This design comes from an exercise in tuning for small area and few clock cycles on the open sky130 flow, not from production work.
Where RTL was checked, it was by simulation tests only, not by an equivalence proof against the original.
Power and IR drop assume default switching activity.

==> flow/design.v (excerpt) <==
module flash_ctrl (
    input  wire        clk,
    input  wire        rst,
    input  wire        start,
    input  wire [4:0]  op,
    input  wire [31:0] arg0,
    input  wire [31:0] arg1,
    input  wire [31:0] arg2,
    input  wire [31:0] arg3,
    output reg         busy,
    output reg         done,
    output wire        ok,
    output reg  [31:0] res_lo,
    output reg  [31:0] res_hi,
    output reg         bus_cs,
    output wire        bus_req,
    output reg  [7:0]  bus_tx,
    input  wire        bus_ack,
    input  wire [7:0]  bus_rx,
    output wire        ram_req,
    output wire        ram_we,
    output wire [31:0] ram_addr,
    output wire [7:0]  ram_wdata,
    input  wire        ram_ack,
    input  wire [7:0]  ram_rdata
);
    localparam [2:0] PH_INIT  = 3'd0;   
    localparam [2:0] PH_WR    = 3'd1;   
    localparam [2:0] PH_CMD   = 3'd2;   
    localparam [2:0] PH_POLL  = 3'd3;   
    localparam [2:0] PH_CSW   = 3'd4;   
    localparam [2:0] PH_BURST = 3'd5;   
    localparam [2:0] PH_VSET  = 3'd6;   
    localparam [2:0] FS_GAP = 3'd0;     
    localparam [2:0] FS_OPC = 3'd1;
    localparam [2:0] FS_A2  = 3'd2;
    localparam [2:0] FS_A1  = 3'd3;
    localparam [2:0] FS_A0  = 3'd4;
    localparam [2:0] FS_DAT = 3'd5;
    reg  [4:0]  op_q;
    reg  [2:0]  ph;
    reg  [2:0]  fs;
    reg  [3:0]  dc;         
    reg         identified;
    reg  [23:0] ra;
    reg  [31:0] rp;
    reg  [24:0] cnt;
  ...
Settings: LEC_CHECK=0, CAP_MARGIN=20, CORE_MARGIN=2, CORE_UTILIZATION=40, PLACE_DENSITY=0.6, SLEW_MARGIN=20; clock period 10.0 ns.
standard.sh (not shown) runs the stock make flow with config.mk's settings and CLKGATE_MAP_FILE= SYNTH_SCRIPT=/design/flow/synth_recipe.tcl, a recipe that flattens the netlist after the stock synthesis.
==> flow/flow/run.sh <==
#!/bin/bash
# Layout flow: the standard flow (standard synthesis, floorplan, power
# grid, placement, CTS, routing) with these changes:
#  - port buffers use the smallest buffer cell instead of the default;
#  - clock tree synthesis uses smaller clock buffers and inserts no dummy loads.
set -euo pipefail
export BUFFER_PORTS_ARGS="-buffer_cell sky130_fd_sc_hd__buf_1"
export CTS_ARGS="-sink_clustering_enable -repair_clock_nets -dont_use_dummy_load -buf_list {sky130_fd_sc_hd__clkbuf_2 sky130_fd_sc_hd__clkbuf_4}"
bash standard.sh finish > standard_flow.log 2>&1
The first run finished clean.
Testbench counts at the start, summed over its fixed seeds: cycles 503,256.
Edit:
--- a/flow/flow/run.sh
+++ b/flow/flow/run.sh
@@ -8 +8 @@
-export CTS_ARGS="-sink_clustering_enable -repair_clock_nets -dont_use_dummy_load -buf_list {sky130_fd_sc_hd__clkbuf_2 sky130_fd_sc_hd__clkbuf_4}"
+export CTS_ARGS="-sink_clustering_enable -repair_clock_nets -dont_use_dummy_load -buf_list sky130_fd_sc_hd__clkbuf_2"
Global-route usage hardly moves.
Final area drops by 0.91%.
Sequential power barely changes.
Via count stays flat.
Edit:
--- a/flow/flow/run.sh
+++ b/flow/flow/run.sh
@@ -8 +8 @@
-export CTS_ARGS="-sink_clustering_enable -repair_clock_nets -dont_use_dummy_load -buf_list sky130_fd_sc_hd__clkbuf_2"
+export CTS_ARGS="-sink_clustering_enable -repair_clock_nets -dont_use_dummy_load -buf_list sky130_fd_sc_hd__clkbuf_4"
After rerunning: Cell area grows by 0.91%; die area stays the same; utilization grows by 0.41 points; routed wire length barely changes; via count stays flat; hold slack is worse by 5.6 ps; first-iteration DRC count went up by about 1.4%; count of clock-buffer cells in the layout climbs by 1; power grows by 5.0%; critical path depth stays the same; combinational power barely changes.


flash_ctrl, a different RTL version from the one above (not shown whole).
For scale: about 200 flip-flops, about 270 I/O pins, roughly 0.014 mm^2 of cells after synthesis.
export LEC_CHECK = 0
export CAP_MARGIN = 0
export CORE_MARGIN = 2
export CORE_UTILIZATION = 40
export PLACE_DENSITY = 0.6
export SLEW_MARGIN = 0
create_clock -name core_clock -period 10.0 [get_ports {clk}]
==> flow/flow/run.sh <==
#!/bin/bash
# Layout flow: the standard flow (standard synthesis, floorplan, power
# grid, placement, CTS, routing) with these changes:
#  - port buffers use the smallest buffer cell instead of the default;
#  - clock tree synthesis uses clkbuf_8 clock buffers and inserts no dummy
#    loads.
set -euo pipefail
export BUFFER_PORTS_ARGS="-buffer_cell sky130_fd_sc_hd__buf_1"
export CTS_ARGS="-sink_clustering_enable -repair_clock_nets -dont_use_dummy_load -buf_list sky130_fd_sc_hd__clkbuf_8"
bash standard.sh finish > standard_flow.log 2>&1
Testbench counts at the start, summed over its fixed seeds: cycles 503,256.
Next try:
==> flow/flow/run.sh (replaced) <==
#!/bin/bash
# Layout flow: the standard flow (standard synthesis, floorplan, power
# grid, placement, CTS, routing) with these changes:
#  - port buffers use the smallest buffer cell instead of the default;
#  - clock tree synthesis inserts no dummy loads.
set -euo pipefail
export BUFFER_PORTS_ARGS="-buffer_cell sky130_fd_sc_hd__buf_1"
export CTS_ARGS="-sink_clustering_enable -repair_clock_nets -dont_use_dummy_load"
bash standard.sh finish > standard_flow.log 2>&1
--- a/flow/config.mk
+++ b/flow/config.mk
@@ -7,3 +7,3 @@
 export LEC_CHECK = 0
-export CAP_MARGIN = 0
+export CAP_MARGIN = 20
 export CORE_MARGIN = 2
@@ -11,2 +11,2 @@
 export PLACE_DENSITY = 0.6
-export SLEW_MARGIN = 0
+export SLEW_MARGIN = 20
=> The new run produced a clean layout. Total power is higher by a little under a tenth. Global-route usage stays flat. Clock skew came out lower by 0.0098 ns.
Next try:
==> flow/flow/run.sh (replaced) <==
#!/bin/bash
# Layout flow: the standard flow (standard synthesis, floorplan, power
# grid, placement, CTS, routing) with these changes:
#  - port buffers use the smallest buffer cell instead of the default;
#  - clock tree synthesis uses clkbuf_8 clock buffers and inserts no dummy
#    loads.
set -euo pipefail
export BUFFER_PORTS_ARGS="-buffer_cell sky130_fd_sc_hd__buf_1"
export CTS_ARGS="-sink_clustering_enable -repair_clock_nets -dont_use_dummy_load -buf_list sky130_fd_sc_hd__clkbuf_8"
bash standard.sh finish > standard_flow.log 2>&1
Fmax increases by 0.85%.
Core utilization decreases by 0.57 points.
Global-route usage is about the same.
Clock-buffer cell count does not change.
Cell count does not change.
Routed wire length hardly moves.


== run a ==
flash_ctrl, a different RTL version from the one above (not shown whole).
Size: about 1800 cells after synthesis, roughly 220 flip-flops, roughly 270 I/O pins, roughly 16000 µm² of cells after synthesis.
export LEC_CHECK = 0
export CAP_MARGIN = 20
export CORE_MARGIN = 2
export CORE_UTILIZATION = 40
export PLACE_DENSITY = 0.6
export SLEW_MARGIN = 20
create_clock -name core_clock -period 10.0 [get_ports {clk}]
==> flow/flow/run.sh <==
#!/bin/bash
# Layout flow: the standard flow (standard synthesis, floorplan, power
# grid, placement, CTS, routing) with two changes:
#  - port buffers use the smallest buffer cell instead of the default;
#  - clock tree synthesis inserts no dummy loads.
set -euo pipefail
export BUFFER_PORTS_ARGS="-buffer_cell sky130_fd_sc_hd__buf_1"
export CTS_ARGS="-sink_clustering_enable -repair_clock_nets -dont_use_dummy_load"
bash standard.sh finish > standard_flow.log 2>&1
Run a ended with every stage complete and zero timing, DRC or antenna violations.
Testbench counts of run a, summed over its fixed seeds: cycles 502,877.
The inputs of run b differ from those of run a as listed below.
==> flow/run.sh (new file) <==
#!/bin/bash
# synth_recipe.tcl (not shown) runs the flow's synth.tcl, then flattens the netlist and writes it again
# the make line also repeats each setting of config.mk as NAME=value (left out here)
make -C /OpenROAD-flow-scripts/flow DESIGN_CONFIG=/design/flow/config.mk WORK_HOME=/design/flow/orfs CLKGATE_MAP_FILE= SYNTH_SCRIPT=/design/flow/synth_recipe.tcl finish
removed: flow/flow/run.sh
removed: flow/standard.sh
Findings:
Run b vs run a: slew at the pin with the worst max-slew slack up
The internal power contribution number comes out lower for run a vs run b.
Cmp run a and run b / number of global-route vias before repair / lower: run a
Diff run a -> run b: number of logic stages on the critical path including buffering saw an increase, setup slack saw a decrease, first-pass GRT wire length increased 1.4%, final instance area climbed 9.7%, clock power share rose by 3.1 points.
Routed wire length, run a and run b, higher one = run b.


Another version of the RTL of flash_ctrl (not shown whole).
For scale: roughly 1,400 cells after synthesis, about 270 I/O pins, about 0.015 sq mm of cells after synthesis.
Settings: LEC_CHECK=0, CAP_MARGIN=20, CORE_MARGIN=2, CORE_UTILIZATION=40, PLACE_DENSITY=0.6, SLEW_MARGIN=20; clock period 10.0 ns.
==> flow/flow/run.sh <==
#!/bin/bash
# Layout flow: the standard flow (standard synthesis, floorplan, power
# grid, placement, CTS, routing) with these changes:
#  - port buffers use the smallest buffer cell instead of the default;
#  - clock tree synthesis uses smaller clock buffers and inserts no dummy loads.
set -euo pipefail
export BUFFER_PORTS_ARGS="-buffer_cell sky130_fd_sc_hd__buf_1"
export CTS_ARGS="-sink_clustering_enable -repair_clock_nets -dont_use_dummy_load -buf_list sky130_fd_sc_hd__clkbuf_8 -sink_clustering_size 30"
bash standard.sh finish > standard_flow.log 2>&1
The first run finished clean.
==> next run, changes <==
--- a/flow/flow/run.sh
+++ b/flow/flow/run.sh
@@ -7,3 +7,3 @@
 export BUFFER_PORTS_ARGS="-buffer_cell sky130_fd_sc_hd__buf_1"
-export CTS_ARGS="-sink_clustering_enable -repair_clock_nets -dont_use_dummy_load -buf_list sky130_fd_sc_hd__clkbuf_8 -sink_clustering_size 30"
+export CTS_ARGS="-sink_clustering_enable -repair_clock_nets -dont_use_dummy_load -buf_list sky130_fd_sc_hd__clkbuf_4"
 bash standard.sh finish > standard_flow.log 2>&1
- worst setup slack improves by 0.18 ns
- power came out lower by 1.7%
- sequential cell count stays the same
- combinational power barely changes
- final cell count came out higher by 1.4%
- final area hardly moves
- die area stays the same
- clock skew came out higher by 0.054 ns
- sequential share of layout area came out higher by 0.11 points
- hold slack hardly moves
- maximum frequency came out higher by about 2%
No run of this note included a check of the RTL's function; only the layout flow was run.

-- separate check: timing with driven ports --
In the flow no input, the clock included, has a driving cell. The finished layouts below were timed again as built, in two steps. Step 1 (the two cells are an assumption about what drives the block):
set clk [get_ports {clk}]
set_driving_cell -lib_cell sky130_fd_sc_hd__clkbuf_16 $clk
set_driving_cell -lib_cell sky130_fd_sc_hd__buf_2 [delete_from_list [all_inputs] $clk]
Step 2 times the ports against the registers' clock, not the clock port: input delays grow and output delays shrink by t, the midpoint of the rising clock arrivals with the driver on. Slacks: ideal / step 1 / step 2; pairs: ideal / step 1.
run	t (ns)	slack for setup (ns)	worst slew at a driven data input, ns
the first run of note 1	0.735	1.361 / 1.374 / 0.639	0.06
the second run of note 1	0.884	1.506 / 1.519 / 0.634	0.06
the third run of note 1	0.735	1.361 / 1.374 / 0.639	0.06
the first run of note 2	0.536	1.347 / 1.352 / 0.816	0.07
the second run of note 2	0.490	1.257 / 1.272 / 0.782	0.07
the third run of note 2	0.536	1.330 / 1.339 / 0.803	0.07
run a	0.607	3.705 / 3.650 / 3.926	0.08
run b	0.629	3.272 / 3.217 / 3.436	0.08
the first run of note 4	0.581	0.904 / 0.931 / 0.349	0.07
the second run of note 4	0.742	1.081 / 1.106 / 0.363	0.07
After both steps setup and hold are still met in every run listed. For the second run of note 1, which loses most, drivers alone change the setup slack by +0.013 ns; drivers and shift together by -0.872 ns.
